From an optimization exercise on the open Yosys and OpenROAD flow, aimed at small area, a short achievable clock period and few clock cycles per item; shortcuts taken in it are not production practice.
The RTL was checked by simulation tests, not by an equivalence proof against the original design.
Power and IR drop assume default switching activity.

## flow/design.v

```verilog
module spi_i2c_ctrl #(
    parameter [23:0] CORE_CLOCK_HZ = 24'd16000000    
) (
    input             clk,
    input             rst,
    input             cmd_valid,
    input      [31:0] cmd,
    output            cmd_ready,
    output reg        rsp_valid,
    output      [7:0] result_code,
    output reg  [7:0] result_value,
    output reg [15:0] ci,
    output            faulted,
    output      [1:0] fault_cause,
    output     [31:0] fault_cmd,
    output            wait_spi,
    output            wait_twi,
    output            wait_settle,
    output reg        cs_drive,
    output reg        cs_level,
    output reg        evt_pindir,
    output reg  [7:0] spcr,
    output      [7:0] spsr,
    output reg  [7:0] spdr_tx,
    output reg  [7:0] spdr_rx,
    output      [7:0] twcr,
    output      [7:0] twsr,
    output reg  [7:0] twbr,
    output      [7:0] twar,
    output reg  [7:0] twdr,
    output reg        spi_pending,
    output reg  [1:0] twi_pending,
    input             spi_step,
    input       [7:0] spi_step_byte,
    input             twi_step,
    input       [4:0] twi_step_status,
    input       [7:0] twi_step_byte,
    input             twi_settle,
    input       [4:0] twi_settle_status
);
    localparam [7:0] OP_SPI_VALIDATE  = 8'h01;
    localparam [7:0] OP_SPI_LOOKUP    = 8'h02;
    localparam [7:0] OP_SPI_CONFIGURE = 8'h03;
    localparam [7:0] OP_SPI_SELECT    = 8'h04;
    localparam [7:0] OP_SPI_DESELECT  = 8'h05;
    localparam [7:0] OP_SPI_TRANSFER  = 8'h06;
    localparam [7:0] OP_SPI_SEND      = 8'h07;
    localparam [7:0] OP_I2C_INIT      = 8'h10;
    localparam [7:0] OP_I2C_OWNADDR   = 8'h11;
    localparam [7:0] OP_I2C_START     = 8'h12;
    localparam [7:0] OP_I2C_ADDRESS   = 8'h13;
    localparam [7:0] OP_I2C_SEND      = 8'h14;
    localparam [7:0] OP_I2C_READACK   = 8'h15;
    localparam [7:0] OP_I2C_READNACK  = 8'h16;
    localparam [7:0] OP_I2C_STOP      = 8'h17;
    localparam [7:0] OP_I2C_STATUS    = 8'h18;
    localparam [2:0] E_OK         = 3'd0;
    localparam [2:0] E_INV_MODE   = 3'd1;
    localparam [2:0] E_SPEED      = 3'd2;
    localparam [2:0] E_NULL_CFG   = 3'd3;
    localparam [2:0] E_BAD_ADDR   = 3'd4;
    localparam [2:0] E_BAD_DIR    = 3'd5;
    localparam [2:0] E_BAD_RATE   = 3'd6;
    localparam [2:0] E_BAD_CS     = 3'd7;
    localparam [2:0] BUS_IDLE  = 3'd0;
    localparam [2:0] BUS_START = 3'd1;
    localparam [2:0] BUS_ADDRW = 3'd2;
    localparam [2:0] BUS_ADDRR = 3'd3;
    localparam [2:0] BUS_DATA  = 3'd4;
    localparam [2:0] BUS_STOPP = 3'd5;
    localparam [1:0] TP_NONE  = 2'd0;
    localparam [1:0] TP_START = 2'd1;
    localparam [1:0] TP_BYTE  = 2'd2;
    localparam [23:0] HZ_MIN = 24'd30304;
    localparam [23:0] HZ_MAX = 24'd1000000;
    localparam [19:0] REM0   = 20'd15625;
    reg         idle;        
    reg         w_spi;       
    reg         w_twi;       
    reg         w_set;       
    reg         div;         
    reg  [1:0]  fcause;      
    reg  [31:0] cmd_r;       
    reg  [2:0]  bus;
    reg  [2:0]  rcode;
    reg         spif, wcol, spi2x;
    reg         twint, twea, twsta, twsto, twwc, twen;
    reg  [4:0]  tws;
    reg  [1:0]  twps;
    reg  [6:0]  twar_r;
    reg  [19:0] rem;         
    reg  [8:0]  quo;         
    wire flt = fcause[1] | fcause[0];
    assign cmd_ready   = idle;
    assign faulted     = flt;
    assign fault_cause = fcause;
    assign fault_cmd   = cmd_r & {32{flt}};
    assign wait_spi    = w_spi;
    assign wait_twi    = w_twi;
    assign wait_settle = w_set;
    assign result_code = {5'b00000, rcode};
    assign spsr        = {spif, wcol, 5'b00000, spi2x};
    assign twcr        = {twint, twea, twsta, twsto, twwc, twen, 1'b0, 1'b0};
    assign twsr        = {tws, 1'b0, twps};
    assign twar        = {twar_r, 1'b0};
    wire [31:0] cw   = idle ? cmd : cmd_r;
    wire [7:0]  op   = cw[7:0];
    wire [7:0]  fa   = cw[15:8];
    wire [7:0]  fb   = cw[23:16];
    wire [23:0] hz   = cw[31:8];
    reg  [31:0] op_mask;
    reg         op_known;
    always @(*) begin
        op_known = 1'b1;
        case (op)
            OP_SPI_VALIDATE:  op_mask = 32'hFDFF00FF;
            OP_SPI_LOOKUP:    op_mask = 32'hFFFCFCFF;
            OP_SPI_CONFIGURE: op_mask = 32'hE00000FF;
            OP_SPI_SELECT,
            OP_SPI_DESELECT,
            OP_SPI_TRANSFER,
            OP_SPI_SEND,
            OP_I2C_SEND:      op_mask = 32'hFFFF00FF;
            OP_I2C_INIT:      op_mask = 32'h000000FF;
            OP_I2C_OWNADDR:   op_mask = 32'hFFFF80FF;
            OP_I2C_ADDRESS:   op_mask = 32'hFF0000FF;
            OP_I2C_START,
            OP_I2C_READACK,
            OP_I2C_READNACK,
            OP_I2C_STOP,
            OP_I2C_STATUS:    op_mask = 32'hFFFFFFFF;
            default: begin
                op_mask  = 32'hFFFFFFFF;
                op_known = 1'b0;
            end
        endcase
    end
    wire legal = op_known && ((cw[31:8] & op_mask[31:8]) == 24'd0);
    wire div_ok = cw[25] ? (fa == 8'd2 || fa == 8'd8 || fa == 8'd32 || fa == 8'd64)
                         : (fa == 8'd4 || fa == 8'd16 || fa == 8'd64 || fa == 8'd128);
    wire [1:0] div_class = (fa == 8'd2 || fa == 8'd4)  ? 2'd0 :
                           (fa == 8'd8 || fa == 8'd16) ? 2'd1 :
                           (fa == 8'd32)               ? 2'd2 : 2'd3;
    wire [7:0] cfg_pattern = {cw[27], 1'b1, cw[26], cw[24], fb[1:0], div_class};
    wire hz_ok    = (hz >= HZ_MIN) && (hz <= HZ_MAX);
    wire addr_bad = (fa == 8'd0) || fa[7];
    wire dir_bad  = (fb[7:1] != 7'd0);
    wire       stopp   = (bus == BUS_STOPP);
    wire [2:0] bus_eff = stopp ? BUS_IDLE : bus;
    reg seq_ok;
    always @(*) begin
        case (op)
            OP_I2C_START:    seq_ok = (bus_eff == BUS_IDLE) || (bus_eff == BUS_DATA);
            OP_I2C_ADDRESS:  seq_ok = (bus_eff == BUS_START);
            OP_I2C_SEND:     seq_ok = (bus_eff == BUS_ADDRW) || (bus_eff == BUS_DATA);
            OP_I2C_READACK,
            OP_I2C_READNACK: seq_ok = (bus_eff == BUS_ADDRR) || (bus_eff == BUS_DATA);
            default:         seq_ok = (bus_eff == BUS_START) || (bus_eff == BUS_ADDRW) ||
                                      (bus_eff == BUS_ADDRR) || (bus_eff == BUS_DATA);
        endcase
    end
    wire [20:0] dv_t    = {rem, 1'b0};
    wire [21:0] dv_diff = {1'b0, dv_t} - {2'b00, cmd_r[27:8]};
    wire        dv_ge   = ~dv_diff[21];
    wire [19:0] dv_rem  = dv_ge ? dv_diff[19:0] : dv_t[19:0];
    wire        dv_last = quo[8];
    wire [8:0]  dv_q    = {quo[7:0], dv_ge};
    wire [7:0]  br_val  = dv_q[7:0] - 8'd8;
    reg        fin;           
    reg  [2:0] fin_code;
    reg  [7:0] fin_val;
    reg        f_ill, f_seq;   
    reg        go_spi, go_twi, go_set, go_div, div_start;
    reg        body;          
    reg        wr_cfg, wr_cs, wr_twar, wr_spdr, spi_rd, init_done, bus_idle;
    always @(*) begin
        fin = 1'b0; fin_code = E_OK; fin_val = 8'h00;
        f_ill = 1'b0; f_seq = 1'b0;
        go_spi = 1'b0; go_twi = 1'b0; go_set = 1'b0; go_div = 1'b0; div_start = 1'b0;
        body = 1'b0;
        wr_cfg = 1'b0; wr_cs = 1'b0; wr_twar = 1'b0; wr_spdr = 1'b0; spi_rd = 1'b0;
        init_done = 1'b0; bus_idle = 1'b0;
        if (idle) begin
            if (cmd_valid) begin
                if (!legal) begin
                    f_ill = 1'b1;
                end else begin
                    case (op)
                        OP_SPI_VALIDATE: begin
                            fin = 1'b1;
                            if (!div_ok) fin_code = E_SPEED;
                        end
                        OP_SPI_LOOKUP: begin
                            fin = 1'b1;
                            fin_val = {4'b0000, fb[1:0], fa[1:0]};
                        end
                        OP_SPI_CONFIGURE: begin
                            fin = 1'b1;
                            if (!cw[28])
                                fin_code = E_NULL_CFG;
                            else if (!div_ok)
                                fin_code = E_SPEED;
                            else if (fb > 8'd3)
                                fin_code = E_INV_MODE;
                            else begin
                                wr_cfg  = 1'b1;
                                fin_val = cfg_pattern;
                            end
                        end
                        OP_SPI_SELECT, OP_SPI_DESELECT: begin
                            fin = 1'b1;
                            if (fa != 8'd0) fin_code = E_BAD_CS;
                            else            wr_cs = 1'b1;
                        end
                        OP_SPI_TRANSFER, OP_SPI_SEND: begin
                            wr_spdr = 1'b1;
                            if (spif) begin
                                spi_rd = 1'b1;
                                fin = 1'b1;
                                if (!op[0]) fin_val = spdr_rx;
                            end else begin
                                go_spi = 1'b1;
                            end
                        end
                        OP_I2C_INIT: begin
                            if (!hz_ok) begin
                                fin = 1'b1;
                                fin_code = E_BAD_RATE;
                            end else if (!stopp && bus != BUS_IDLE) begin
                                f_seq = 1'b1;
                            end else begin
                                go_div = 1'b1;
                                div_start = 1'b1;
                                if (stopp && twsto) go_set = 1'b1;
                                else                bus_idle = 1'b1;
                            end
                        end
                        OP_I2C_OWNADDR: begin
                            fin = 1'b1;
                            wr_twar = 1'b1;
                        end
                        OP_I2C_STATUS: begin
                            fin = 1'b1;
                            fin_val = {tws, 3'b000};
                        end
                        OP_I2C_ADDRESS: begin
                            if (addr_bad) begin
                                fin = 1'b1;
                                fin_code = E_BAD_ADDR;
                            end else if (dir_bad) begin
                                fin = 1'b1;
                                fin_code = E_BAD_DIR;
                            end else if (stopp && twsto) begin
                                go_set = 1'b1;
                            end else begin
                                body = 1'b1;
                            end
                        end
                        default: begin
                            if (stopp && twsto) go_set = 1'b1;
                            else                body = 1'b1;
                        end
                    endcase
                end
            end
        end else if (div) begin
            if (w_set && twi_settle)
                bus_idle = 1'b1;
            if (dv_last) begin
                if (!w_set || twi_settle) begin
                    fin = 1'b1;
                    fin_val = br_val;
                    init_done = 1'b1;
                end else begin
                    go_div = 1'b1;
                    go_set = 1'b1;
                    div_start = 1'b1;
                end
            end else begin
                go_div = 1'b1;
                go_set = w_set && !twi_settle;
            end
        end else if (w_set) begin
            if (twi_settle) body = 1'b1;
            else            go_set = 1'b1;
        end else if (w_spi) begin
            if (spi_step) begin
                spi_rd = 1'b1;
                fin = 1'b1;
                if (!op[0]) fin_val = spi_step_byte;
            end else begin
                go_spi = 1'b1;
            end
        end else if (w_twi) begin
            if (twi_step) begin
                fin = 1'b1;
                if (op[2:0] == 3'd5 || op[2:0] == 3'd6) fin_val = twi_step_byte;
                else                                    fin_val = {twi_step_status, 3'b000};
            end else begin
                go_twi = 1'b1;
            end
        end
        if (body) begin
            if (!seq_ok) begin
                f_seq = 1'b1;
                bus_idle = stopp;
            end else if (op == OP_I2C_STOP) begin
                fin = 1'b1;
            end else begin
                go_twi = 1'b1;
            end
        end
    end
    always @(posedge clk) begin
        if (idle)
            cmd_r <= cmd;
        rem <= div_start ? REM0 : dv_rem;
        quo <= div_start ? 9'd1 : dv_q;
    end
    always @(posedge clk) begin
        if (rst) begin
            idle         <= 1'b1;
            w_spi        <= 1'b0;
            w_twi        <= 1'b0;
            w_set        <= 1'b0;
            div          <= 1'b0;
            fcause       <= 2'd0;
            bus          <= BUS_IDLE;
            rsp_valid    <= 1'b0;
            rcode        <= 3'd0;
            result_value <= 8'd0;
            ci           <= 16'd0;
            cs_drive     <= 1'b0;
            cs_level     <= 1'b0;
            evt_pindir   <= 1'b0;
            spcr         <= 8'h00;
            spif         <= 1'b0;
            wcol         <= 1'b0;
            spi2x        <= 1'b0;
            spdr_tx      <= 8'h00;
            spdr_rx      <= 8'h00;
            spi_pending  <= 1'b0;
            twint        <= 1'b0;
            twea         <= 1'b0;
            twsta        <= 1'b0;
            twsto        <= 1'b0;
            twwc         <= 1'b0;
            twen         <= 1'b0;
            tws          <= 5'b11111;
            twps         <= 2'b00;
            twbr         <= 8'h00;
            twar_r       <= 7'h7F;
            twdr         <= 8'hFF;
            twi_pending  <= TP_NONE;
        end else begin
            idle  <= (idle & ~cmd_valid) | fin;
            w_spi <= go_spi;
            w_twi <= go_twi;
            w_set <= go_set;
            div   <= go_div;
            if (f_ill) fcause[0] <= 1'b1;
            if (f_seq) fcause[1] <= 1'b1;
            rsp_valid  <= fin;
            evt_pindir <= wr_cfg & cw[24];
            if (fin) begin
                rcode        <= fin_code;
                result_value <= fin_val;
                ci           <= ci + 16'd1;
            end
            if (spi_step) begin
                spdr_rx     <= spi_step_byte;
                spif        <= 1'b1;
                spi_pending <= 1'b0;
            end
            if (twi_step) begin
                tws <= twi_step_status;
                if (twi_pending == TP_BYTE)
                    twdr <= twi_step_byte;
                twint       <= 1'b1;
                twi_pending <= TP_NONE;
            end
            if (twi_settle) begin
                twsto <= 1'b0;
                tws   <= twi_settle_status;
            end
            if (wr_cfg) begin
                spcr  <= cfg_pattern;
                spi2x <= cw[25];
            end
            if (wr_cs) begin
                cs_drive <= 1'b1;
                cs_level <= op[0];
            end
            if (wr_spdr) begin
                spdr_tx <= fa;
                if (spi_pending)
                    wcol <= 1'b1;
                else if (spcr[6])
                    spi_pending <= 1'b1;
            end
            if (spi_rd) begin
                spif <= 1'b0;
                wcol <= 1'b0;
            end
            if (wr_twar)
                twar_r <= fa[6:0];
            if (bus_idle)
                bus <= BUS_IDLE;
            if (init_done) begin
                twps  <= 2'b00;
                twbr  <= br_val;
                twea  <= 1'b0;
                twsta <= 1'b0;
                twsto <= 1'b0;
                twen  <= 1'b1;
            end
            if (body && seq_ok) begin
                twint <= 1'b0;
                twen  <= 1'b1;
                twea  <= (op == OP_I2C_READACK);
                twsta <= (op == OP_I2C_START);
                twsto <= (op == OP_I2C_STOP);
                case (op)
                    OP_I2C_START:   twi_pending <= TP_START;
                    OP_I2C_STOP:    twi_pending <= TP_NONE;
                    default:        twi_pending <= TP_BYTE;
                endcase
                if (op == OP_I2C_ADDRESS || op == OP_I2C_SEND) begin
                    if (twint) begin
                        twdr <= (op == OP_I2C_ADDRESS) ? {fa[6:0], fb[0]} : fa;
                        twwc <= 1'b0;
                    end else begin
                        twwc <= 1'b1;
                    end
                end
                case (op)
                    OP_I2C_START:   bus <= BUS_START;
                    OP_I2C_ADDRESS: bus <= fb[0] ? BUS_ADDRR : BUS_ADDRW;
                    OP_I2C_STOP:    bus <= BUS_STOPP;
                    default:        bus <= BUS_DATA;
                endcase
            end
        end
    end
endmodule
```

## flow/run.sh

```bash
#!/bin/bash
# synth_recipe.tcl (not shown) runs the flow's synth.tcl, then flattens the netlist and writes it again
# the make line also repeats each setting of config.mk as NAME=value (left out here)
make -C /OpenROAD-flow-scripts/flow DESIGN_CONFIG=/design/flow/config.mk WORK_HOME=/design/flow/orfs CLKGATE_MAP_FILE= SYNTH_SCRIPT=/design/flow/synth_recipe.tcl finish
```

## flow/config.mk

```make
export PLATFORM = sky130hd
export DESIGN_NAME = spi_i2c_ctrl
export DESIGN_NICKNAME = spi_i2c_ctrl
export VERILOG_FILES = /design/flow/design.v
export SDC_FILE = /design/flow/constraint.sdc
export NUM_CORES = 4
export LEC_CHECK = 0
export CAP_MARGIN = 20
export CORE_MARGIN = 2
export CORE_UTILIZATION = 40
export SLEW_MARGIN = 20
```

## flow/constraint.sdc

```tcl
create_clock -name core_clock -period 8.0 [get_ports {clk}]
set_input_delay 1.6000 -clock core_clock [delete_from_list [all_inputs] [get_ports {clk}]]
set_output_delay 1.6000 -clock core_clock [all_outputs]
set_load 0.01 [all_outputs]
```

==> results of run 1 <==
[path summary, 6_finish.rpt]
| path | startpoint | end | depth (start not counted) |
|---|---|---|---|
| setup / recovery | cmd[0] | ci[9] | 12 |
| hold / removal | quo[7] | quo[8] | 1 |
| setup reg to reg | idle | ci[9] | 11 |
| hold reg to reg | quo[7] | quo[8] | 1 |
[cell families (layout without fill, tap and decap cells)]
group,count (synthesis),after routing,share of synthesized area
xor+xnor,18,18,0.0168
flops,166,166,0.354
compound gates,252,252,0.186
other cells,1,16,0.000400
fa+ha+maj,27,27,0.0366
simple gates,425,425,0.229
buf+inv,127,286,0.0686
mux,94,94,0.108
[layout by cell type, fill, tap and decap left out, types with 5 or more instances in the layout]
cell / synthesis / final
inv_8: 0 / 5
xnor2_1: 15 / 15
a31oi_1: 11 / 11
o21ai_0: 26 / 26
conb_1: 1 / 16
or3_1: 12 / 12
o21a_1: 11 / 11
or2_2: 10 / 10
clkdlybuf4s50_1: 0 / 196
a22oi_1: 10 / 10
and3_1: 7 / 7
clkbuf_16: 0 / 17
nor4_1: 8 / 8
a211oi_1: 8 / 8
a21oi_1: 70 / 70
nand2_1: 81 / 81
and2_1: 14 / 14
nand3_1: 33 / 33
mux2i_1: 59 / 59
a32oi_1: 5 / 5
nor2b_1: 36 / 36
buf_4: 27 / 9
mux2_2: 28 / 28
o211ai_1: 26 / 26
dfxtp_1: 166 / 165
nand4_1: 9 / 9
ha_1: 25 / 25
inv_1: 47 / 47
o221ai_1: 6 / 6
nor3_1: 32 / 32
o22ai_1: 6 / 6
nand2b_1: 8 / 8
o31ai_1: 11 / 11
nor2_1: 143 / 142
nor3b_1: 7 / 7
[metrics by stage]
step	instance area, sq um	worst slack (ps)
after floorplan	9430	3340
after global placement	11400	2050
after detailed placement	11400	1970
after CTS	12000	2420
after global routing	12000	2090
final	12000	2390
[cell type report]
cell class                      instances  area share
Multi-Input combinational cell        832       0.456
Sequential cell                       166       0.277
Timing Repair Buffer                  206       0.170
Clock buffer                           17      0.0355
Tap cell                              319      0.0333
Inverter                               49      0.0153
Clock inverter                         14      0.0137
[per-layer routing]
| metal | share of wire | routed length, um | vias to the layer above | track usage |
|---|---|---|---|---|
| li1 | - | - | 4264 | - |
| met1 | 0.46 | 13700 | 4098 | 0.318 |
| met2 | 0.46 | 13700 | 291 | 0.392 |
| met3 | 0.065 | 1930 | 32 | 0.0564 |
| met4 | 0.017 | 512 | 0 | 0.0623 |
| met5 | 0 | 0 | - | 0 |
[state kept, by name, summed over array words and instances, names as in the netlist, 2 cells and up]
register / flops
cmd_r: 32
rem: 20
ci: 16
quo: 9
result_value: 8
spcr: 8
spdr_rx: 8
spdr_tx: 8
twbr: 8
twdr: 8
twar_r: 7
tws: 5
bus: 3
rcode: 3
fcause: 2
twi_pending: 2
[critical path, stage by stage]
cell and delay (ps):
clkdlybuf4s50_1 440, mux2i_1 580, ha_1 400, nand2_2 100, nor3_1 470, a31oi_1 160
nor4_4 620, a31oi_2 320, or3_1 400, buf_4 250, a211oi_2 260, mux2_1 330
[power by group]
part	leakage, nW	internal [mW]	switching, mW
clock	0.285	0.419	0.403
combinational	3.14	0.420	0.475
sequential	1.36	0.932	0.0709
total	4.79	1.77	0.949
==> key figures, run 1 <==
Synth
  – Post-synthesis cell area: 9380 sq um
  – Register bit total from synthesis: about 170
  – Synth Instances: 1110
  – FFs w/ async S/R, synth: 0
  – Post-synth EDFFs: 0
  – List of most frequent post-synthesis cells: dfxtp_1 (166), nor2_1 (143), nand2_1 (81)
  – Synth Warn #: 1
  – Main flop type after synthesis: dfxtp_1
  – Top-area cell type share of the netlist area: 0.354
  – Distinct cell type count after synthesis: 93
  – Synth area leaders: dfxtp_1 (35%), mux2i_1 (6.3%), nor2_1 (5.7%)
  – Most common cell in the synthesized netlist: dfxtp_1
  – Sequential area share after synthesis: 0.354
  – Syn Area/Cell: 8.45 sq um
  – Synth area leader: dfxtp_1

Drt
  – Vias/cell: around 5.4
  – DR pass1 iterations: 5
  – DRT iter0 DRCs: ~600
  – Remaining DRCs: 0
  – Routed Wire Length: between 20 and 30 mm
  – Routed via count: 8685
  – Routed Antenna Nets: 0
  – Per-cell routed wire length: approximately 19 um

Pwr
  – Total chip power: 2.72 mW
  – Peak supply drop: 171 uV
  – Pleak: approximately 4.8 nW
  – Power Density: 227 nW/um^2

GRT
  – Vias in the first global route: 8213
  – GRT Util Overall: 0.239
  – Largest net degree at the start of global routing: 64
  – First-pass GRT wire length: between 40 and 50 mm
  – GRT Residual Overflow: 0
  – Initial antenna violation count: 0

CTS
  – CTS Buffer Depth: 2
  – Post-CTS Setup Bufs: 0
  – Clk latency of the worst-skew pair: 450 ps
  – CTS H-tree depth: 4
  – Clk sinks: ~170
  – Post_cts resized: 0
  – Cts hold-fix bufs: 0
  – CTS tree: yes
  – Clock Root Buffer: clkbuf_16
  – Clock transition at the registers of the reported paths: 80 ps
  – Num CTS Buffers: 17

Floorplanning
  – Num rows: 56
  – Die H: 157 um
  – Starting Density: 0.403
  – Top Ports: between 200 and 250
  – Core Area: 23300 sq um
  – Die area: roughly 25000 sq um
  – Die Wd: 157 um

STA
  – Least-Margin Pin Slew: 1100 ps
  – Max Clock Skew: 17.8 ps
  – Min Clock Period, post-route: 5610 ps
  – Crit share post-route: 0.701
  – Number of endpoints failing setup at the final stage: 0
  – RSZ-0062 raised after global routing: no
  – Fin. max-slew vios: 0
  – Hold WS: ~450 ps
  – Hold Fails Final Rpt: 0
  – Fmax: 178 MHz
  – Setup tns final: 0 ps
  – Max-Slew Margin vs Limit: 0.267

Layout
  – Multi-input gate area: 5470 sq um
  – Area Growth Syn to Fin: 28.0%
  – Sequential cell area: 3320 sq um
  – Fillers: 2263
  – Antenna cells: 0
  – Share of layout cells above drive strength 1: 0.0880
  – Fin util: 0.516
  – Finished Layout Cells: 1603
  – Nets: about 1400

Setup path
  – Worst reg-to-reg setup slack: 2890 ps
  – Worst-path maximum fanout: 27
  – Worst Path Required: 8330 ps
  – CP Launch Type: input pin
  – Worst Path Arrival: 5940 ps
  – Crit end category: flip-flop
  – Critical path class: in2reg

Min path
  – HP Class: reg2reg

Run status
  – Status: complete, no violations

Place
  – RePlAce Congestion: slightly above 0.9
  – HPWL Detailed: around 22 mm
  – Placed cells: 1572
  – I/O Buffers: 197

Job
  – Max cap viols: 0
Testbench counts, summed over its fixed seeds: cycles 8,192, commands 3,200.
==> run 2: changes to the inputs <==
--- a/flow/design.v
+++ b/flow/design.v
@@ -103,49 +103,49 @@
     assign twcr        = {twint, twea, twsta, twsto, twwc, twen, 1'b0, 1'b0};
     assign twsr        = {tws, 1'b0, twps};
     assign twar        = {twar_r, 1'b0};
-    wire [31:0] cw   = idle ? cmd : cmd_r;
-    wire [7:0]  op   = cw[7:0];
-    wire [7:0]  fa   = cw[15:8];
-    wire [7:0]  fb   = cw[23:16];
-    wire [23:0] hz   = cw[31:8];
-    reg  [31:0] op_mask;
+    wire [7:0]  op   = cmd[7:0];
+    wire [7:0]  fa   = cmd[15:8];
+    wire [7:0]  fb   = cmd[23:16];
+    wire [23:0] hz   = cmd[31:8];
+    reg  [23:0] op_mask;
     reg         op_known;
     always @(*) begin
         op_known = 1'b1;
         case (op)
-            OP_SPI_VALIDATE:  op_mask = 32'hFDFF00FF;
-            OP_SPI_LOOKUP:    op_mask = 32'hFFFCFCFF;
-            OP_SPI_CONFIGURE: op_mask = 32'hE00000FF;
+            OP_SPI_VALIDATE:  op_mask = 24'hFDFF00;
+            OP_SPI_LOOKUP:    op_mask = 24'hFFFCFC;
+            OP_SPI_CONFIGURE: op_mask = 24'hE00000;
             OP_SPI_SELECT,
             OP_SPI_DESELECT,
             OP_SPI_TRANSFER,
             OP_SPI_SEND,
-            OP_I2C_SEND:      op_mask = 32'hFFFF00FF;
-            OP_I2C_INIT:      op_mask = 32'h000000FF;
-            OP_I2C_OWNADDR:   op_mask = 32'hFFFF80FF;
-            OP_I2C_ADDRESS:   op_mask = 32'hFF0000FF;
+            OP_I2C_SEND:      op_mask = 24'hFFFF00;
+            OP_I2C_INIT:      op_mask = 24'h000000;
+            OP_I2C_OWNADDR:   op_mask = 24'hFFFF80;
+            OP_I2C_ADDRESS:   op_mask = 24'hFF0000;
             OP_I2C_START,
             OP_I2C_READACK,
             OP_I2C_READNACK,
             OP_I2C_STOP,
-            OP_I2C_STATUS:    op_mask = 32'hFFFFFFFF;
+            OP_I2C_STATUS:    op_mask = 24'hFFFFFF;
             default: begin
-                op_mask  = 32'hFFFFFFFF;
+                op_mask  = 24'hFFFFFF;
                 op_known = 1'b0;
             end
         endcase
     end
-    wire legal = op_known && ((cw[31:8] & op_mask[31:8]) == 24'd0);
-    wire div_ok = cw[25] ? (fa == 8'd2 || fa == 8'd8 || fa == 8'd32 || fa == 8'd64)
-                         : (fa == 8'd4 || fa == 8'd16 || fa == 8'd64 || fa == 8'd128);
+    wire legal = op_known && ((cmd[31:8] & op_mask) == 24'd0);
+    wire div_ok = cmd[25] ? (fa == 8'd2 || fa == 8'd8 || fa == 8'd32 || fa == 8'd64)
+                          : (fa == 8'd4 || fa == 8'd16 || fa == 8'd64 || fa == 8'd128);
     wire [1:0] div_class = (fa == 8'd2 || fa == 8'd4)  ? 2'd0 :
                            (fa == 8'd8 || fa == 8'd16) ? 2'd1 :
                            (fa == 8'd32)               ? 2'd2 : 2'd3;
-    wire [7:0] cfg_pattern = {cw[27], 1'b1, cw[26], cw[24], fb[1:0], div_class};
+    wire [7:0] cfg_pattern = {cmd[27], 1'b1, cmd[26], cmd[24], fb[1:0], div_class};
     wire hz_ok    = (hz >= HZ_MIN) && (hz <= HZ_MAX);
     wire addr_bad = (fa == 8'd0) || fa[7];
     wire dir_bad  = (fb[7:1] != 7'd0);
     wire       stopp   = (bus == BUS_STOPP);
+    wire       hold_set = stopp & twsto;         
     wire [2:0] bus_eff = stopp ? BUS_IDLE : bus;
     reg seq_ok;
     always @(*) begin
@@ -159,6 +159,8 @@
                                       (bus_eff == BUS_ADDRR) || (bus_eff == BUS_DATA);
         endcase
     end
+    wire r_start = (cmd_r[2:0] == 3'd2);
+    wire r_read  = (cmd_r[2:0] == 3'd5) || (cmd_r[2:0] == 3'd6);
     wire [20:0] dv_t    = {rem, 1'b0};
     wire [21:0] dv_diff = {1'b0, dv_t} - {2'b00, cmd_r[27:8]};
     wire        dv_ge   = ~dv_diff[21];
@@ -172,12 +174,13 @@
     reg        f_ill, f_seq;   
     reg        go_spi, go_twi, go_set, go_div, div_start;
     reg        body;          
+    reg  [2:0] body_op;       
     reg        wr_cfg, wr_cs, wr_twar, wr_spdr, spi_rd, init_done, bus_idle;
     always @(*) begin
         fin = 1'b0; fin_code = E_OK; fin_val = 8'h00;
         f_ill = 1'b0; f_seq = 1'b0;
         go_spi = 1'b0; go_twi = 1'b0; go_set = 1'b0; go_div = 1'b0; div_start = 1'b0;
-        body = 1'b0;
+        body = 1'b0; body_op = op[2:0];
         wr_cfg = 1'b0; wr_cs = 1'b0; wr_twar = 1'b0; wr_spdr = 1'b0; spi_rd = 1'b0;
         init_done = 1'b0; bus_idle = 1'b0;
         if (idle) begin
@@ -196,7 +199,7 @@
                         end
                         OP_SPI_CONFIGURE: begin
                             fin = 1'b1;
-                            if (!cw[28])
+                            if (!cmd[28])
                                 fin_code = E_NULL_CFG;
                             else if (!div_ok)
                                 fin_code = E_SPEED;
@@ -231,8 +234,8 @@
                             end else begin
                                 go_div = 1'b1;
                                 div_start = 1'b1;
-                                if (stopp && twsto) go_set = 1'b1;
-                                else                bus_idle = 1'b1;
+                                go_set = hold_set;
+                                bus_idle = ~hold_set;
                             end
                         end
                         OP_I2C_OWNADDR: begin
@@ -243,23 +246,24 @@
                             fin = 1'b1;
                             fin_val = {tws, 3'b000};
                         end
-                        OP_I2C_ADDRESS: begin
-                            if (addr_bad) begin
+                        default: begin
+                            if (op == OP_I2C_ADDRESS && addr_bad) begin
                                 fin = 1'b1;
                                 fin_code = E_BAD_ADDR;
-                            end else if (dir_bad) begin
+                            end else if (op == OP_I2C_ADDRESS && dir_bad) begin
                                 fin = 1'b1;
                                 fin_code = E_BAD_DIR;
-                            end else if (stopp && twsto) begin
+                            end else if (hold_set) begin
                                 go_set = 1'b1;
+                            end else if (!seq_ok) begin
+                                f_seq = 1'b1;
+                                bus_idle = stopp;
                             end else begin
                                 body = 1'b1;
+                                if (op == OP_I2C_STOP) fin = 1'b1;
+                                else                   go_twi = 1'b1;
                             end
                         end
-                        default: begin
-                            if (stopp && twsto) go_set = 1'b1;
-                            else                body = 1'b1;
-                        end
                     endcase
                 end
             end
@@ -281,31 +285,31 @@
                 go_set = w_set && !twi_settle;
             end
         end else if (w_set) begin
-            if (twi_settle) body = 1'b1;
-            else            go_set = 1'b1;
+            if (twi_settle) begin
+                bus_idle = 1'b1;
+                if (r_start) begin
+                    body = 1'b1;
+                    body_op = 3'd2;
+                    go_twi = 1'b1;
+                end else begin
+                    f_seq = 1'b1;
+                end
+            end else begin
+                go_set = 1'b1;
+            end
         end else if (w_spi) begin
             if (spi_step) begin
                 spi_rd = 1'b1;
                 fin = 1'b1;
-                if (!op[0]) fin_val = spi_step_byte;
+                if (!cmd_r[0]) fin_val = spi_step_byte;
             end else begin
                 go_spi = 1'b1;
             end
         end else if (w_twi) begin
             if (twi_step) begin
                 fin = 1'b1;
-                if (op[2:0] == 3'd5 || op[2:0] == 3'd6) fin_val = twi_step_byte;
-                else                                    fin_val = {twi_step_status, 3'b000};
-            end else begin
-                go_twi = 1'b1;
-            end
-        end
-        if (body) begin
-            if (!seq_ok) begin
-                f_seq = 1'b1;
-                bus_idle = stopp;
-            end else if (op == OP_I2C_STOP) begin
-                fin = 1'b1;
+                if (r_read) fin_val = twi_step_byte;
+                else        fin_val = {twi_step_status, 3'b000};
             end else begin
                 go_twi = 1'b1;
             end
@@ -361,7 +365,7 @@
             if (f_ill) fcause[0] <= 1'b1;
             if (f_seq) fcause[1] <= 1'b1;
             rsp_valid  <= fin;
-            evt_pindir <= wr_cfg & cw[24];
+            evt_pindir <= wr_cfg & cmd[24];
             if (fin) begin
                 rcode        <= fin_code;
                 result_value <= fin_val;
@@ -385,7 +389,7 @@
             end
             if (wr_cfg) begin
                 spcr  <= cfg_pattern;
-                spi2x <= cw[25];
+                spi2x <= cmd[25];
             end
             if (wr_cs) begin
                 cs_drive <= 1'b1;
@@ -414,30 +418,30 @@
                 twsto <= 1'b0;
                 twen  <= 1'b1;
             end
-            if (body && seq_ok) begin
+            if (body) begin
                 twint <= 1'b0;
                 twen  <= 1'b1;
-                twea  <= (op == OP_I2C_READACK);
-                twsta <= (op == OP_I2C_START);
-                twsto <= (op == OP_I2C_STOP);
-                case (op)
-                    OP_I2C_START:   twi_pending <= TP_START;
-                    OP_I2C_STOP:    twi_pending <= TP_NONE;
-                    default:        twi_pending <= TP_BYTE;
+                twea  <= (body_op == 3'd5);
+                twsta <= (body_op == 3'd2);
+                twsto <= (body_op == 3'd7);
+                case (body_op)
+                    3'd2:    twi_pending <= TP_START;
+                    3'd7:    twi_pending <= TP_NONE;
+                    default: twi_pending <= TP_BYTE;
                 endcase
-                if (op == OP_I2C_ADDRESS || op == OP_I2C_SEND) begin
+                if (body_op == 3'd3 || body_op == 3'd4) begin
                     if (twint) begin
-                        twdr <= (op == OP_I2C_ADDRESS) ? {fa[6:0], fb[0]} : fa;
+                        twdr <= (body_op == 3'd3) ? {fa[6:0], fb[0]} : fa;
                         twwc <= 1'b0;
                     end else begin
                         twwc <= 1'b1;
                     end
                 end
-                case (op)
-                    OP_I2C_START:   bus <= BUS_START;
-                    OP_I2C_ADDRESS: bus <= fb[0] ? BUS_ADDRR : BUS_ADDRW;
-                    OP_I2C_STOP:    bus <= BUS_STOPP;
-                    default:        bus <= BUS_DATA;
+                case (body_op)
+                    3'd2:    bus <= BUS_START;
+                    3'd3:    bus <= fb[0] ? BUS_ADDRR : BUS_ADDRW;
+                    3'd7:    bus <= BUS_STOPP;
+                    default: bus <= BUS_DATA;
                 endcase
             end
         end
==> flow/flow/run.sh (new file) <==
#!/bin/bash
set -euo pipefail
export BUFFER_PORTS_ARGS="-buffer_cell sky130_fd_sc_hd__buf_1"
bash standard.sh > standard.log 2>&1
==> flow/standard.sh (new file) <==
#!/bin/bash
# synth_recipe.tcl (not shown) runs the flow's synth.tcl, then flattens the netlist and writes it again
# the make line also repeats each setting of config.mk as NAME=value (left out here)
make -C /OpenROAD-flow-scripts/flow DESIGN_CONFIG=/design/flow/config.mk WORK_HOME=/design/flow/orfs CLKGATE_MAP_FILE= SYNTH_SCRIPT=/design/flow/synth_recipe.tcl "${@:-finish}"
--- a/flow/config.mk
+++ b/flow/config.mk
@@ -8,4 +8,5 @@
 export CAP_MARGIN = 20
 export CORE_MARGIN = 2
 export CORE_UTILIZATION = 40
+export CTS_BUF_LIST = sky130_fd_sc_hd__clkbuf_8
 export SLEW_MARGIN = 20
removed: flow/run.sh
==> key figures, run 2 <==
Setup path
  – Critical Path Sink: twdr[2]
  – Worst r2r src: cmd_r[9]
  – Critical path class: in2reg
  – Reg2Reg Capture Point: rem[6]
  – Slowest cell on the critical path: or3_1
  – Critical Path, Cell by Cell: buf_1 > inv_1 > ha_1 > nor2b_1 > o311ai_1 > a221oi_1 > o311ai_1 > or3_1 > nor3_4 > and3_1 > mux2i_1 > or2_1
  – Worst Path Arrival: 5600 ps
  – Crit path largest cell delay: 630 ps
  – CP Launch Type: input pin
  – Worst-path maximum fanout: 19
  – R2R depth: 12
  – Worst Setup SP: cmd[0]
  – Crit end category: flip-flop
  – Worst reg-to-reg setup slack: about 4400 ps
  – Cell repeated most along the worst path: o311ai_1
  – Worst Path Required: roughly 8400 ps

Layout
  – Final instance area: 10200 sq um
  – Sequential cell area: 3640 sq um
  – Nets: 1300
  – Finished Layout Cells: between 1500 and 2000
  – Fin util: 0.462
  – Area Growth Syn to Fin: 13.0%
  – Register bank with the most flops: cmd_r
  – Biggest regs: cmd_r x32, rem x20, ci x16
  – Multi-input gate area: 4780 sq um
  – Antenna cells: 0
  – Max reg flops: 32
  – Most frequent cells in the layout: buf_1 (196), dfxtp_1 (133), nor2_1 (124)
  – Most common cell after layout, fill and taps aside: buf_1
  – Share of layout cells above drive strength 1: 0.0557
  – Fillers: 2215

Synth
  – Synth Area in XOR/XNOR: 0.0322
  – Synth area leader: dfxtp_1
  – Top-area cell type share of the netlist area: 0.299
  – Mux contribution to synthesized area: 0.0675
  – Register bit total from synthesis: 166
  – Post-synthesis cell area: 8990 sq um
  – Synth Warn #: 1
  – Synth Instances: 1054
  – Post-Synth Adder-Cell Area: 0.0370
  – Syn Area/Cell: 8.53 sq um
  – Largest family of logic cells by synthesized area: simple AND/OR/NAND/NOR gates
  – Simple-gate share of the synthesized area: 0.231
  – Synth area leaders: dfxtp_1 (30%), edfxtp_1 (11%), mux2i_1 (6.1%)
  – Main flop type after synthesis: dfxtp_1
  – Post-synth EDFFs: 32
  – FFs w/ async S/R, synth: 0
  – Most common cell in the synthesized netlist: dfxtp_1
  – List of most frequent post-synthesis cells: dfxtp_1 (134), nor2_1 (125), nand2_1 (96)
  – Distinct cell type count after synthesis: 75
  – Compound-gate portion of the synthesized area: 0.157
  – Sequential area share after synthesis: 0.405

Pwr
  – Total chip power: 2.40 mW
  – Peak supply drop: around 100 uV
  – Pleak: 3.83 nW
  – Power Density: 236 nW/um^2

Place
  – DP Worst Slack: 2350 ps
  – I/O Buffers: between 150 and 200
  – Placed cells: 1471
  – HPWL Detailed: 20.4 mm
  – RePlAce Congestion: 0.928
  – Area after DPL: 9770 sq um

Floorplanning
  – Top Ports: 214
  – Die H: 154 um
  – Core Area: 22000 sq um
  – Die area: between 20000 and 25000 sq um
  – Die Wd: between 150 and 200 um
  – Num rows: 54
  – Starting Density: 0.409

GRT
  – Largest net degree at the start of global routing: 83
  – GRT Util Overall: 0.230
  – Initial antenna violation count: 0
  – First-pass GRT wire length: 42.4 mm
  – GRT Residual Overflow: 0
  – Vias in the first global route: 7519

STA
  – Setup ws final: 2770 ps
  – Max-Slew Margin vs Limit: 0.254
  – Min Clock Period, post-route: 5230 ps
  – RSZ-0062 raised after global routing: no
  – Crit share post-route: 0.654
  – Least-Margin Pin Slew: ~1100 ps
  – Number of endpoints failing setup at the final stage: 0
  – Hold WS: 456 ps
  – Fmax: between 150 and 200 MHz
  – Max Clock Skew: roughly 14 ps
  – Setup tns final: 0 ps
  – Hold Fails Final Rpt: 0
  – Fin. max-slew vios: 0

Drt
  – Vias/cell: 5.40
  – Routed Wire Length: 27.3 mm
  – Remaining DRCs: 0
  – DR pass1 iterations: 5
  – Routed Antenna Nets: 0
  – Per-cell routed wire length: 18.2 um
  – DRT iter0 DRCs: 525
  – Routed via count: 8106

CTS
  – Post_cts resized: 0
  – CTS tree: yes
  – Cts hold-fix bufs: 0
  – Clock Root Buffer: clkbuf_8
  – CTS Buffer Depth: 2
  – Clk latency of the worst-skew pair: between 400 and 500 ps
  – Clk sinks: 166
  – Clock transition at the registers of the reported paths: 90 ps
  – Post-CTS Setup Bufs: 0
  – Num CTS Buffers: 17
  – CTS H-tree depth: 4

Run status
  – Status: complete, no violations

Min path
  – HP Class: reg2reg
  – Hold path depth: 2

Job
  – Max cap viols: 0
-- run 2: cell types whose count changed after synthesis, sizes merged, moves of 13 or more --
cell	before	now
nand2	82	96
nand2b	8	23
edfxtp	0	32
dfxtp	166	134
nor2	143	125
mux2	32	5
o211ai	26	2
nand3	33	20
-- run 2: cell families (layout without fill, tap and decap cells) --
kind of cell | after synthesis | after routing
and+or+nand+nor | 415 | 415
muxes | 60 | 60
buffers and inverters | 135 | 287
DFF | 166 | 166
adders and majority gates | 26 | 26
AOI/OAI and AO/OA | 218 | 218
other | 1 | 16
xor gates and xnor gates | 33 | 33
-- run 2: layout make-up --
| class | count | share of cell area |
|---|---|---|
| Multi-Input combinational cell | 768 | 0.471 |
| Sequential cell | 166 | 0.359 |
| Timing Repair Buffer | 205 | 0.0791 |
| Tap cell | 280 | 0.0345 |
| Clock buffer | 18 | 0.0244 |
| Inverter | 52 | 0.0192 |
| Clock inverter | 12 | 0.0129 |
-- run 2: worst min-delay path by stage --
stage	startpoint	endpoint
2_1_floorplan	quo[7]	quo[8]
3_3_place_gp	quo[7]	quo[8]
3_5_place_dp	result_value[1]	result_value[1]
4_1_cts	spcr[4]	spcr[4]
5_1_grt	result_value[4]	result_value[4]
6_report	result_value[1]	result_value[1]
-- run 2: power breakdown --
part / switching [mW] / leakage, nW / internal [mW]
registers: 0.0585 / 1.42 / 0.957
logic: 0.433 / 2.21 / 0.354
clock network: 0.315 / 0.196 / 0.283
-- run 2: routing by layer --
metal | track usage | share of wire
met5 | 0 | 0
met3 | 0.0474 | 0.060
met1 | 0.318 | 0.47
met4 | 0.0668 | 0.021
met2 | 0.367 | 0.45
-- run 2: critical path, delay by kind of cell --
kind / cells / cell delay, ps
AND/OR/NAND/NOR: 5 / 2200
AO/OA/AOI/OAI: 3 / 620
adder cells (fa/ha/maj): 1 / 360
buffers and inverters: 2 / 660
multiplexers: 1 / 140
Testbench counts of run 2, summed over its fixed seeds: cycles 8,192, commands 3,200.
==> run 3: changes to the inputs <==
--- a/flow/config.mk
+++ b/flow/config.mk
@@ -5,6 +5,7 @@
 export SDC_FILE = /design/flow/constraint.sdc
 export NUM_CORES = 4
 export LEC_CHECK = 0
+export ABC_CLOCK_PERIOD_IN_PS = 3500
 export CAP_MARGIN = 20
 export CORE_MARGIN = 2
 export CORE_UTILIZATION = 40
==> key figures, run 3 <==
Place
  – DP Worst Slack: 2350 ps
  – RePlAce Congestion: 0.928
  – HPWL Detailed: 20.4 mm
  – Placed cells: 1471
  – Area after DPL: 9770 sq um
  – I/O Buffers: 197

Synth
  – Synth area leaders: dfxtp_1 (30%), edfxtp_1 (11%), mux2i_1 (6.1%)
  – Synth area leader: dfxtp_1
  – Synth Instances: 1054
  – Synth Area in XOR/XNOR: 0.0322
  – Post-synth EDFFs: 32
  – Top-area cell type share of the netlist area: 0.299
  – Most common cell in the synthesized netlist: dfxtp_1
  – Post-Synth Adder-Cell Area: 0.0370
  – List of most frequent post-synthesis cells: dfxtp_1 (134), nor2_1 (125), nand2_1 (96)
  – Main flop type after synthesis: dfxtp_1
  – Simple-gate share of the synthesized area: 0.231
  – Post-synthesis cell area: 8990 sq um
  – Sequential area share after synthesis: 0.405
  – Register bit total from synthesis: 166
  – FFs w/ async S/R, synth: 0
  – Syn Area/Cell: 8.53 sq um
  – Largest family of logic cells by synthesized area: simple AND/OR/NAND/NOR gates
  – Mux contribution to synthesized area: 0.0675
  – Compound-gate portion of the synthesized area: 0.157
  – Synth Warn #: 1
  – Distinct cell type count after synthesis: 75

GRT
  – Initial antenna violation count: 0
  – GRT busiest layer: met2
  – Largest net degree at the start of global routing: 83
  – GRT Util Overall: 0.230
  – Met2 global-route usage: 0.367
  – First-pass GRT wire length: 42.4 mm
  – GRT Residual Overflow: 0
  – GR Util met1: 0.318
  – Vias in the first global route: between 7000 and 8000
  – Grt met3 use: 0.0474

STA
  – Fin. max-slew vios: 0
  – Setup tns final: 0 ps
  – Least-Margin Pin Slew: 1120 ps
  – Setup ws final: 2770 ps
  – Max Clock Skew: 14.0 ps
  – Max-Slew Margin vs Limit: 0.254
  – Min Clock Period, post-route: 5230 ps
  – Crit share post-route: 0.654
  – Hold WS: between 400 and 500 ps
  – Hold Fails Final Rpt: 0
  – Fmax: 191 MHz
  – Number of endpoints failing setup at the final stage: 0
  – RSZ-0062 raised after global routing: no

Layout
  – Biggest regs: cmd_r x32, rem x20, ci x16
  – Most common cell after layout, fill and taps aside: buf_1
  – Fillers: 2215
  – Area Growth Syn to Fin: 13.0%
  – Share of layout cells above drive strength 1: 0.0557
  – Most frequent cells in the layout: buf_1 (196), dfxtp_1 (133), nor2_1 (124)
  – Final instance area: between 10000 and 15000 sq um
  – Nets: 1300
  – Register bank with the most flops: cmd_r
  – Antenna cells: 0
  – Max reg flops: 32
  – Finished Layout Cells: 1501
  – Fin util: 0.462

CTS
  – CTS H-tree depth: 4
  – Clock transition at the registers of the reported paths: 90 ps
  – Clk sinks: 166
  – Num CTS Buffers: 17
  – Post_cts resized: 0
  – Cts hold-fix bufs: 0
  – Clock Root Buffer: clkbuf_8
  – Clk latency of the worst-skew pair: roughly 460 ps
  – CTS tree: yes
  – Post-CTS Setup Bufs: 0
  – CTS Buffer Depth: 2

Drt
  – Per-cell routed wire length: 18.2 um
  – DRT iter0 DRCs: 525
  – Routed Antenna Nets: 0
  – Routed via count: 8106
  – Remaining DRCs: 0
  – Routed Wire Length: 27.3 mm
  – Vias/cell: 5.40
  – DR pass1 iterations: 5

Floorplanning
  – Die area: 23700 sq um
  – Core Area: 22000 sq um
  – Die H: roughly 150 um
  – Num rows: 54
  – Top Ports: 214
  – Die Wd: around 150 um
  – Starting Density: 0.409

Setup path
  – Critical path class: in2reg
  – Worst Path Arrival: approximately 5600 ps
  – Crit end category: flip-flop
  – Worst Path Required: between 8000 and 9000 ps
  – R2R depth: 12
  – CP Launch Type: input pin
  – Worst-path maximum fanout: 19

Run status
  – Status: complete, no violations

Pwr
  – Peak supply drop: slightly above 100 uV
  – Pleak: 3.83 nW
  – Total chip power: 2.40 mW
  – Power Density: 236 nW/um^2

Job
  – Max cap viols: 0

Min path
  – HP Class: reg2reg
  – Hold path depth: 2
[run 3: cell counts after synthesis]
Identical to the previous run, type by type.
[run 3: cell type report]
type / count / area [sq um] / share of cell area
clock inverter: 12 / 131 / 0.0129
multi-input combinational: 768 / 4780 / 0.471
timing repair buffer: 205 / 803 / 0.0791
clock buffer: 18 / 248 / 0.0244
inverter: 52 / 195 / 0.0192
tap: 280 / 350 / 0.0345
sequential: 166 / 3640 / 0.359
[run 3: per-layer routing]
metal  vias up  share of wire  wire length, um
met1      3833           0.47            12900
met4         0          0.021              573
li1       3962              -                -
met2       278           0.45            12300
met5         -              0                0
met3        33          0.060             1630
[run 3: where the power goes]
group | leakage (nW) | internal (mW) | total (mW) | switching [mW]
clock | 0.196 | 0.283 | 0.597 | 0.315
sequential | 1.42 | 0.957 | 1.02 | 0.0585
combinational | 2.21 | 0.354 | 0.787 | 0.433
[run 3: kinds of logic (layout without fill, tap and decap cells)]
| logic type | Yosys count | after routing |
|---|---|---|
| AND/OR/NAND/NOR | 415 | 415 |
| AO/OA/AOI/OAI | 218 | 218 |
| flip-flops | 166 | 166 |
| buffers and inverters | 135 | 287 |
| multiplexers | 60 | 60 |
| XOR/XNOR | 33 | 33 |
| adder cells (fa/ha/maj) | 26 | 26 |
| other | 1 | 16 |
[run 3: final timing paths]
check | start | end | slack (ps)
setup / recovery | cmd[0] | twdr[2] | 2770
hold / removal | result_value[1] | result_value[1] | 460
setup reg to reg | cmd_r[9] | rem[6] | 4400
hold reg to reg | result_value[1] | result_value[1] | 460
[run 3: worst max-delay path, cell delays in order]
cell and delay [ps]:
buf_1 450, inv_1 210, ha_1 360, nor2b_1 120, o311ai_1 120, a221oi_1 320
o311ai_1 180, or3_1 630, nor3_4 630, and3_1 600, mux2i_1 140, or2_1 220
==> run 4: changes to the inputs <==
--- a/flow/config.mk
+++ b/flow/config.mk
@@ -5,9 +5,9 @@
 export SDC_FILE = /design/flow/constraint.sdc
 export NUM_CORES = 4
 export LEC_CHECK = 0
-export ABC_CLOCK_PERIOD_IN_PS = 3500
 export CAP_MARGIN = 20
 export CORE_MARGIN = 2
 export CORE_UTILIZATION = 40
 export CTS_BUF_LIST = sky130_fd_sc_hd__clkbuf_8
+export SETUP_SLACK_MARGIN = 3.8
 export SLEW_MARGIN = 20
==> key figures, run 4 <==
Run status
  – Status: complete, no violations

STA
  – Crit share post-route: 0.503
  – Setup tns final: 0 ps
  – Max-Slew Margin vs Limit: 0.381
  – Min Clock Period, post-route: 4020 ps
  – Least-Margin Pin Slew: 925 ps
  – Fin. max-slew vios: 0
  – Max Clock Skew: 15.0 ps
  – Fmax: 249 MHz
  – Setup ws final: roughly 4000 ps
  – RSZ-0062 raised after global routing: yes
  – Number of endpoints failing setup at the final stage: 0
  – Hold Fails Final Rpt: 0

Floorplanning
  – Core Area: around 22000 sq um
  – Die H: 154 um
  – Die area: 23700 sq um
  – Top Ports: 214
  – Num rows: between 50 and 60
  – Starting Density: 0.409
  – Die Wd: 154 um

Layout
  – Area Growth Syn to Fin: 14.4%
  – Final instance area: 10300 sq um
  – Biggest regs: cmd_r x32, rem x20, ci x16
  – Most common cell after layout, fill and taps aside: buf_1
  – Antenna cells: 0
  – Most frequent cells in the layout: buf_1 (189), dfxtp_1 (133), nor2_1 (123)
  – Fin util: 0.468
  – Nets: between 1000 and 1500
  – Share of layout cells above drive strength 1: 0.0757
  – Max reg flops: 32
  – Finished Layout Cells: approximately 1500
  – Fillers: 2222
  – Register bank with the most flops: cmd_r

Job
  – Max cap viols: 0

Setup path
  – Worst Path Arrival: 4430 ps
  – CP Launch Type: input pin
  – Crit end category: flip-flop
  – Worst-path maximum fanout: 10
  – Worst Path Required: between 8000 and 9000 ps
  – Critical path class: in2reg

Synth
  – Post-synthesis cell area: 8990 sq um
  – Synth Warn #: 1
  – Register bit total from synthesis: 166
  – Syn Area/Cell: 8.53 sq um
  – Synth area leaders: dfxtp_1 (30%), edfxtp_1 (11%), mux2i_1 (6.1%)
  – Distinct cell type count after synthesis: 75
  – Synth area leader: dfxtp_1
  – Most common cell in the synthesized netlist: dfxtp_1
  – Sequential area share after synthesis: 0.405
  – Top-area cell type share of the netlist area: 0.299
  – Main flop type after synthesis: dfxtp_1
  – Synth Instances: around 1100
  – List of most frequent post-synthesis cells: dfxtp_1 (134), nor2_1 (125), nand2_1 (96)
  – FFs w/ async S/R, synth: 0
  – Post-synth EDFFs: 32

Pwr
  – Peak supply drop: 138 uV
  – Power Density: 233 nW/um^2
  – Pleak: roughly 3.9 nW

Drt
  – Remaining DRCs: 0
  – DR pass1 iterations: 5
  – Routed Wire Length: 28.1 mm
  – DRT iter0 DRCs: 475
  – Per-cell routed wire length: roughly 19 um
  – Routed via count: approximately 8200
  – Vias/cell: ~5.4
  – Routed Antenna Nets: 0

CTS
  – CTS tree: yes
  – Clk latency of the worst-skew pair: around 470 ps
  – Clock transition at the registers of the reported paths: 100 ps
  – Clock Root Buffer: clkbuf_8
  – Clk sinks: 166
  – Num CTS Buffers: 17
  – CTS Buffer Depth: 2
  – CTS H-tree depth: 4

Place
  – HPWL Detailed: between 20 and 25 mm
  – Area after DPL: 9830 sq um
  – DP Worst Slack: 2560 ps
  – RePlAce Congestion: 0.917
  – Placed cells: roughly 1500
  – I/O Buffers: 197

GRT
  – GRT Residual Overflow: 0
  – First-pass GRT wire length: 43.2 mm
  – Met2 global-route usage: 0.368
  – Grt met3 use: 0.0479
  – GRT Util Overall: 0.235
  – GR Util met1: 0.323
  – Largest net degree at the start of global routing: 70
  – GRT busiest layer: met2
  – Initial antenna violation count: 0
  – Vias in the first global route: around 7700

Min path
  – HP Class: reg2reg
run 4: logic make-up (layout without fill, tap and decap cells):
family          after synthesis  in the layout  share of synthesized area
simple gates                415            415                      0.231
compound gates              218            218                      0.157
flops                       166            166                      0.405
buf+inv                     135            295                     0.0698
mux                          60             60                     0.0675
xor+xnor                     33             33                     0.0322
fa+ha+maj                    26             26                     0.0370
other cells                   1             16                   0.000417
run 4: area by class of cell:
cell class,count,area [sq um],share of cell area
Timing Repair Buffer,211,857,0.0834
Inverter,52,198,0.0192
Tap cell,280,350,0.0341
Clock inverter,14,125,0.0122
Clock buffer,18,248,0.0241
Sequential cell,166,3640,0.355
Multi-Input combinational cell,768,4850,0.472
run 4: timing repair:
action | CTS | global route
endpoints found under the setup margin | 80 | 74
gates resized for setup | 7 | 15
cloned | 0 | 0
endpoints found under the hold margin | 0 | 0
hold buffers | 0 | 0
pin swaps | 1 | 0
buffers inserted | 1 | 0
run 4: power by group:
part           internal [mW]  switching, mW
Clock                  0.258          0.334
Combinational          0.356          0.432
Sequential             0.957         0.0584
Total                   1.57          0.825
run 4: layer usage:
metal / wire [um] / up-vias / share of wire
met4: 633 / 0 / 0.023
met1: 12800 / 3812 / 0.46
li1: - / 3974 / -
met2: 12500 / 336 / 0.44
met3: 2160 / 44 / 0.077
met5: 0 / - / 0
run 4: path summary, 6_finish.rpt:
path / from / to / slack [ps] / cells past startpoint
hold reg to reg: result_value[2] / result_value[2] / 450 / 2
setup reg to reg: cmd_r[9] / rem[10] / 4300 / 12
hold / removal: result_value[2] / result_value[2] / 450 / 2
setup / recovery: cmd[23] / result_value[6] / 3980 / 9
run 4: worst max-delay path: stages:
cell and delay, ps:
buf_1 140, or4_4 600, nor3_2 270, a21oi_1 70, o22a_1 270, or3_4 500
nor2_1 560, a221oi_1 230, a21oi_1 170
run 4: per-stage QoR:
step	hold slack [ps]	total power [mW]
2_1_floorplan	429	1.65
5_1_grt	472	2.55
3_5_place_dp	445	1.82
4_1_cts	455	2.41
3_3_place_gp	439	1.81
6_report	453	2.40
==> run 5: changes to the inputs <==
--- a/flow/config.mk
+++ b/flow/config.mk
@@ -9,5 +9,5 @@
 export CORE_MARGIN = 2
 export CORE_UTILIZATION = 40
 export CTS_BUF_LIST = sky130_fd_sc_hd__clkbuf_8
-export SETUP_SLACK_MARGIN = 3.8
+export SETUP_SLACK_MARGIN = 3.5
 export SLEW_MARGIN = 20
==> key figures, run 5 <==
Run status
  – Status: complete, no violations

Floorplanning
  – Num rows: 54
  – Die area: about 24000 sq um
  – Die H: about 150 um
  – Top Ports: about 210
  – Die Wd: approximately 150 um
  – Starting Density: 0.409
  – Core Area: roughly 22000 sq um

Pwr
  – Power Density: 235 nW/um^2
  – P_sw: approximately 0.81 mW
  – Sequential Power Share: 0.423
  – Comb pwr share: 0.328
  – Pleak: roughly 3.9 nW
  – Pint: 1.59 mW
  – Clock network power share: 0.249
  – Sw Ratio: 0.336
  – Peak supply drop: 101 uV

Synth
  – Synth Warn #: 1
  – List of most frequent post-synthesis cells: dfxtp_1 (134), nor2_1 (125), nand2_1 (96)
  – Post-synthesis cell area: 8990 sq um
  – Top-area cell type share of the netlist area: 0.299
  – Main flop type after synthesis: dfxtp_1
  – Distinct cell type count after synthesis: 75
  – Synth Instances: roughly 1100
  – Register bit total from synthesis: 166
  – Syn Area/Cell: ~8.5 sq um
  – Post-synth EDFFs: 32
  – Synth area leaders: dfxtp_1 (30%), edfxtp_1 (11%), mux2i_1 (6.1%)
  – Most common cell in the synthesized netlist: dfxtp_1
  – Synth area leader: dfxtp_1
  – FFs w/ async S/R, synth: 0
  – Sequential area share after synthesis: 0.405

Drt
  – Routed Wire Length: approximately 27 mm
  – Per-cell routed wire length: 18.2 um
  – Routed Antenna Nets: 0
  – Vias/cell: 5.36
  – Routed via count: 8056
  – DR pass1 iterations: 5
  – Remaining DRCs: 0
  – DRT iter0 DRCs: 555

Layout
  – Register bank with the most flops: cmd_r
  – Share of layout cells above drive strength 1: 0.0638
  – Most frequent cells in the layout: buf_1 (193), dfxtp_1 (133), nor2_1 (122)
  – Final instance area: 10200 sq um
  – Max reg flops: 32
  – Nets: about 1300
  – Most common cell after layout, fill and taps aside: buf_1
  – Biggest regs: cmd_r x32, rem x20, ci x16
  – Fillers: around 2200
  – Area Growth Syn to Fin: 13.4%
  – Antenna cells: 0

Place
  – HPWL Detailed: 20.4 mm
  – RePlAce Congestion: 0.928
  – I/O Buffers: 197
  – Area after DPL: 9770 sq um

Min path
  – Hold_sp: result_value[1]
  – HP Class: reg2reg

STA
  – Least-Margin Pin Slew: 906 ps
  – Max Clock Skew: 15.6 ps
  – Fmax: 237 MHz
  – Crit share post-route: 0.528
  – Min Clock Period, post-route: 4220 ps
  – Number of endpoints failing setup at the final stage: 0
  – RSZ-0062 raised after global routing: no
  – Setup tns final: 0 ps
  – Hold Fails Final Rpt: 0
  – Fin. max-slew vios: 0
  – Max-Slew Margin vs Limit: 0.392

GRT
  – Initial antenna violation count: 0
  – GRT Util Overall: 0.231
  – Largest net degree at the start of global routing: 83
  – Vias in the first global route: 7508
  – First-pass GRT wire length: 42.5 mm
  – GRT Residual Overflow: 0

CTS
  – Num CTS Buffers: 17
  – Clock Root Buffer: clkbuf_8
  – CTS Buffer Depth: 2
  – Clk sinks: 166
  – CTS tree: yes
  – Clk latency of the worst-skew pair: 470 ps
  – Clock transition at the registers of the reported paths: about 90 ps
  – CTS H-tree depth: 4

Setup path
  – Slowest cell on the critical path: and2_1
  – Cell repeated most along the worst path: o311ai_1
  – Worst r2r src: cmd_r[9]
  – Top Family by Delay on Critical Path: simple AND/OR/NAND/NOR gates
  – CP Buf/Inv Count: 2
  – Worst Path Arrival: 4570 ps
  – Critical Path, Cell by Cell: buf_2 > inv_1 > ha_1 > nor2b_1 > o311ai_1 > a221oi_1 > o311ai_1 > nor2_1 > and4_1 > nand3_1 > and2_1 > o311a_1
  – Crit end category: flip-flop
  – Worst Setup SP: cmd[0]
  – Crit path largest cell delay: ~400 ps
  – CP Launch Type: input pin
  – Worst-path maximum fanout: 13
  – Critical path class: in2reg
  – Worst Path Required: 8350 ps

Job
  – Max cap viols: 0
[run 5: cell counts after synthesis]
Identical to the previous run, type by type.
[run 5: cell type report]
type	instances	area [sq um]	share of cell area
clock inverter	12	131	0.0129
sequential	166	3640	0.358
inverter	52	195	0.0192
multi-input combinational	768	4810	0.472
timing repair buffer	206	815	0.0799
tap	280	350	0.0344
clock buffer	18	248	0.0243
[run 5: cells by family after synthesis]
| kind of cell | synth area share |
|---|---|
| multiplexers | 0.0675 |
| adder cells (fa/ha/maj) | 0.0370 |
| buffers and inverters | 0.0698 |
| flip-flops | 0.405 |
| AND/OR/NAND/NOR | 0.231 |
| other | 0.000417 |
| XOR/XNOR | 0.0322 |
| AO/OA/AOI/OAI | 0.157 |
[run 5: worst paths after layout]
path | end | slack [ps] | cells past startpoint
worst max-delay path | rem[19] | 3780 | 12
worst min-delay path | result_value[1] | 460 | 2
worst max register to register | rem[6] | 4420 | 12
worst min register to register | result_value[1] | 460 | 2
[run 5: power groups by stage]
stage          logic (mW)  clock network, mW  registers (mW)
2_1_floorplan       0.632                  0            1.02
3_5_place_dp        0.782                  0            1.03
5_1_grt             0.883              0.646            1.03
4_1_cts             0.788              0.614            1.01
6_report            0.787              0.598            1.01
3_3_place_gp        0.774                  0            1.03
[run 5: worst register-to-register path, cell delays in order, from the launching register on]
cell,delay [ps]
edfxtp_1,420
inv_1,90
ha_1,220
nor2b_1,140
o31ai_1,360
a211oi_1,210
o31ai_1,540
a211oi_1,190
o31a_1,350
o41a_1,370
buf_4,250
mux2i_1,260
nor2_1,60
[run 5: metrics by stage]
stage               instances  power [mW]  hold WS (ps)  setup WS [ps]   util
floorplan                1069        1.65           429           3550      -
global placement         1471        1.81           440           2430  0.445
detailed placement       1471        1.82           446           2350  0.445
CTS                      1502        2.42           457           3520  0.463
global route             1502        2.56           476           3510  0.464
finish                   1502        2.40           456           3780  0.464
[run 5: metal layers]
layer / global-route usage / share of wire / vias up
met4: 0.0619 / 0.019 / 0
met1: 0.318 / 0.47 / 3809
met2: 0.370 / 0.45 / 243
met5: 0 / 0 / -
met3: 0.0471 / 0.060 / 35
li1: - / - / 3969
[run 5: repair_timing]
action | 4_1_cts | 5_1_grt
pin swaps | 1 | 0
hold buffers | 0 | 0
endpoints found under the setup margin | 55 | 83
resized for setup | 5 | 5
hold endpoints to repair | 0 | 0
buffers inserted | 1 | 0
==> run 6: changes to the inputs <==
--- a/flow/config.mk
+++ b/flow/config.mk
@@ -8,6 +8,6 @@
 export CAP_MARGIN = 20
 export CORE_MARGIN = 2
 export CORE_UTILIZATION = 40
-export CTS_BUF_LIST = sky130_fd_sc_hd__clkbuf_8
+export CTS_BUF_LIST = sky130_fd_sc_hd__clkbuf_4 sky130_fd_sc_hd__clkbuf_8
 export SETUP_SLACK_MARGIN = 3.5
 export SLEW_MARGIN = 20
==> key figures, run 6 <==
STA
  – Fmax: 237 MHz
  – Hold Fails Final Rpt: 0
  – Min Clock Period, post-route: between 4000 and 5000 ps
  – Hold WS: 456 ps
  – Crit share post-route: 0.528
  – Least-Margin Pin Slew: 906 ps
  – Number of endpoints failing setup at the final stage: 0
  – Setup ws final: 3780 ps
  – Fin. max-slew vios: 0
  – Max Clock Skew: 15.6 ps
  – Setup tns final: 0 ps
  – Max-Slew Margin vs Limit: 0.392
  – RSZ-0062 raised after global routing: no

Synth
  – Synth area leader: dfxtp_1
  – Distinct cell type count after synthesis: 75
  – Top-area cell type share of the netlist area: 0.299
  – Most common cell in the synthesized netlist: dfxtp_1
  – Register bit total from synthesis: 166
  – FFs w/ async S/R, synth: 0
  – Post-synthesis cell area: 8990 sq um
  – List of most frequent post-synthesis cells: dfxtp_1 (134), nor2_1 (125), nand2_1 (96)
  – Synth Warn #: 1
  – Synth area leaders: dfxtp_1 (30%), edfxtp_1 (11%), mux2i_1 (6.1%)
  – Synth Instances: 1054
  – Syn Area/Cell: 8.53 sq um
  – Main flop type after synthesis: dfxtp_1
  – Post-synth EDFFs: 32
  – Sequential area share after synthesis: 0.405

GRT
  – Met2 global-route usage: 0.370
  – Grt met3 use: 0.0471
  – GRT Util Overall: 0.231
  – Vias in the first global route: 7508
  – Initial antenna violation count: 0
  – GR Util met1: 0.318
  – GRT busiest layer: met2
  – Largest net degree at the start of global routing: 83
  – First-pass GRT wire length: 42.5 mm
  – GRT Residual Overflow: 0

Setup path
  – Top Family by Delay on Critical Path: simple AND/OR/NAND/NOR gates
  – WP depth: 12
  – Worst Path Arrival: ~4600 ps
  – Crit end category: flip-flop
  – Slowest cell on the critical path: and2_1
  – Worst-path maximum fanout: 13
  – Cell repeated most along the worst path: o311ai_1
  – Crit path largest cell delay: around 400 ps
  – CP Buf/Inv Count: 2
  – CP Launch Type: input pin
  – Worst Path Required: 8350 ps
  – Critical Path, Cell by Cell: buf_2 > inv_1 > ha_1 > nor2b_1 > o311ai_1 > a221oi_1 > o311ai_1 > nor2_1 > and4_1 > nand3_1 > and2_1 > o311a_1
  – Worst r2r src: cmd_r[9]
  – Critical path class: in2reg
  – R2R depth: 12
  – Reg2Reg Capture Point: rem[6]
  – Worst reg-to-reg setup slack: 4420 ps

Drt
  – Remaining DRCs: 0
  – Routed Antenna Nets: 0
  – Vias/cell: ~5.4
  – DR pass1 iterations: 5
  – Routed via count: just over 8000
  – Per-cell routed wire length: 18.2 um
  – Routed Wire Length: between 20 and 30 mm
  – DRT iter0 DRCs: 555

Floorplanning
  – Starting Density: 0.409
  – Top Ports: 214
  – Die area: 23700 sq um
  – Core Area: 22000 sq um
  – Num rows: 54
  – Die H: 154 um
  – Die Wd: 154 um

Layout
  – Area Growth Syn to Fin: 13.4%
  – Finished Layout Cells: between 1500 and 2000
  – Share of layout cells above drive strength 1: 0.0646
  – Nets: 1301
  – Most common cell after layout, fill and taps aside: buf_1
  – Sequential cell area: 3640 sq um
  – Fin util: 0.464
  – Most frequent cells in the layout: buf_1 (193), dfxtp_1 (133), nor2_1 (122)
  – Final instance area: 10200 sq um
  – Register bank with the most flops: cmd_r
  – Max reg flops: 32
  – Fillers: 2221
  – Antenna cells: 0
  – Biggest regs: cmd_r x32, rem x20, ci x16
  – Multi-input gate area: 4810 sq um

CTS
  – CTS Buffer Depth: 2
  – Num CTS Buffers: 17
  – Clock Root Buffer: clkbuf_8
  – Clock transition at the registers of the reported paths: 90 ps
  – Clk sinks: ~170
  – Clk latency of the worst-skew pair: 470 ps
  – CTS tree: yes
  – CTS H-tree depth: 4

Place
  – RePlAce Congestion: 0.928
  – Area after DPL: 9770 sq um
  – Placed cells: between 1000 and 1500
  – DP Worst Slack: 2350 ps
  – I/O Buffers: 197
  – HPWL Detailed: slightly above 20 mm

Job
  – Max cap viols: 0

Pwr
  – Pleak: 3.85 nW
  – Peak supply drop: 101 uV
  – Total chip power: around 2.4 mW
  – Power Density: 236 nW/um^2

Min path
  – Hold path depth: 2
  – Hold EP: result_value[1]
  – Hold_sp: result_value[1]
  – HP Class: reg2reg

Run status
  – Status: complete, no violations
run 6: cell count changes in the layout (fill, tap and decap cells not counted):
cell / before / now
clkbuf_4: 1 / 2
inv_1: 53 / 52
run 6: how the worst max path moves through the flow:
stage	start	to
after floorplan	cmd[0]	twdr[0]
after global placement	cmd[0]	twdr[3]
after detailed placement	cmd[0]	twdr[6]
after CTS	cmd[1]	spi2x
after global routing	cmd[1]	rem[19]
final	cmd[0]	rem[19]
run 6: cell families after synthesis:
kind of cell	synth area share
AO/OA/AOI/OAI	0.157
XOR/XNOR	0.0322
adder cells (fa/ha/maj)	0.0370
buffers and inverters	0.0698
flip-flops	0.405
multiplexers	0.0675
other	0.000417
AND/OR/NAND/NOR	0.231
run 6: report_power, final:
part           leakage, nW  internal (mW)  switching, mW
Clock                0.196          0.287          0.316
Combinational         2.24          0.354          0.433
Sequential            1.42          0.957         0.0575
run 6: cell type report:
class,instances,share of cell area
clock buffer,19,0.0250
clock inverter,11,0.0125
inverter,52,0.0191
multi-input combinational,768,0.471
sequential,166,0.358
tap,280,0.0344
timing repair buffer,206,0.0799
run 6: worst min-delay path: stages (launching register included):
cell and delay, ps:
dfxtp_1 320, nand2_1 50, a21oi_1 50
run 6: repair_timing:
action                     CTS  global route
setup buffers                1             0
gates resized for setup      5             5
pin swaps                    1             0
hold buffers                 0             0
setup endpoints to repair   55            83
run 6: metal layers:
layer,routed length [um],up-vias
met5,0,-
met4,534,0
met3,1610,35
met2,12300,250
met1,12900,3821
li1,-,3971
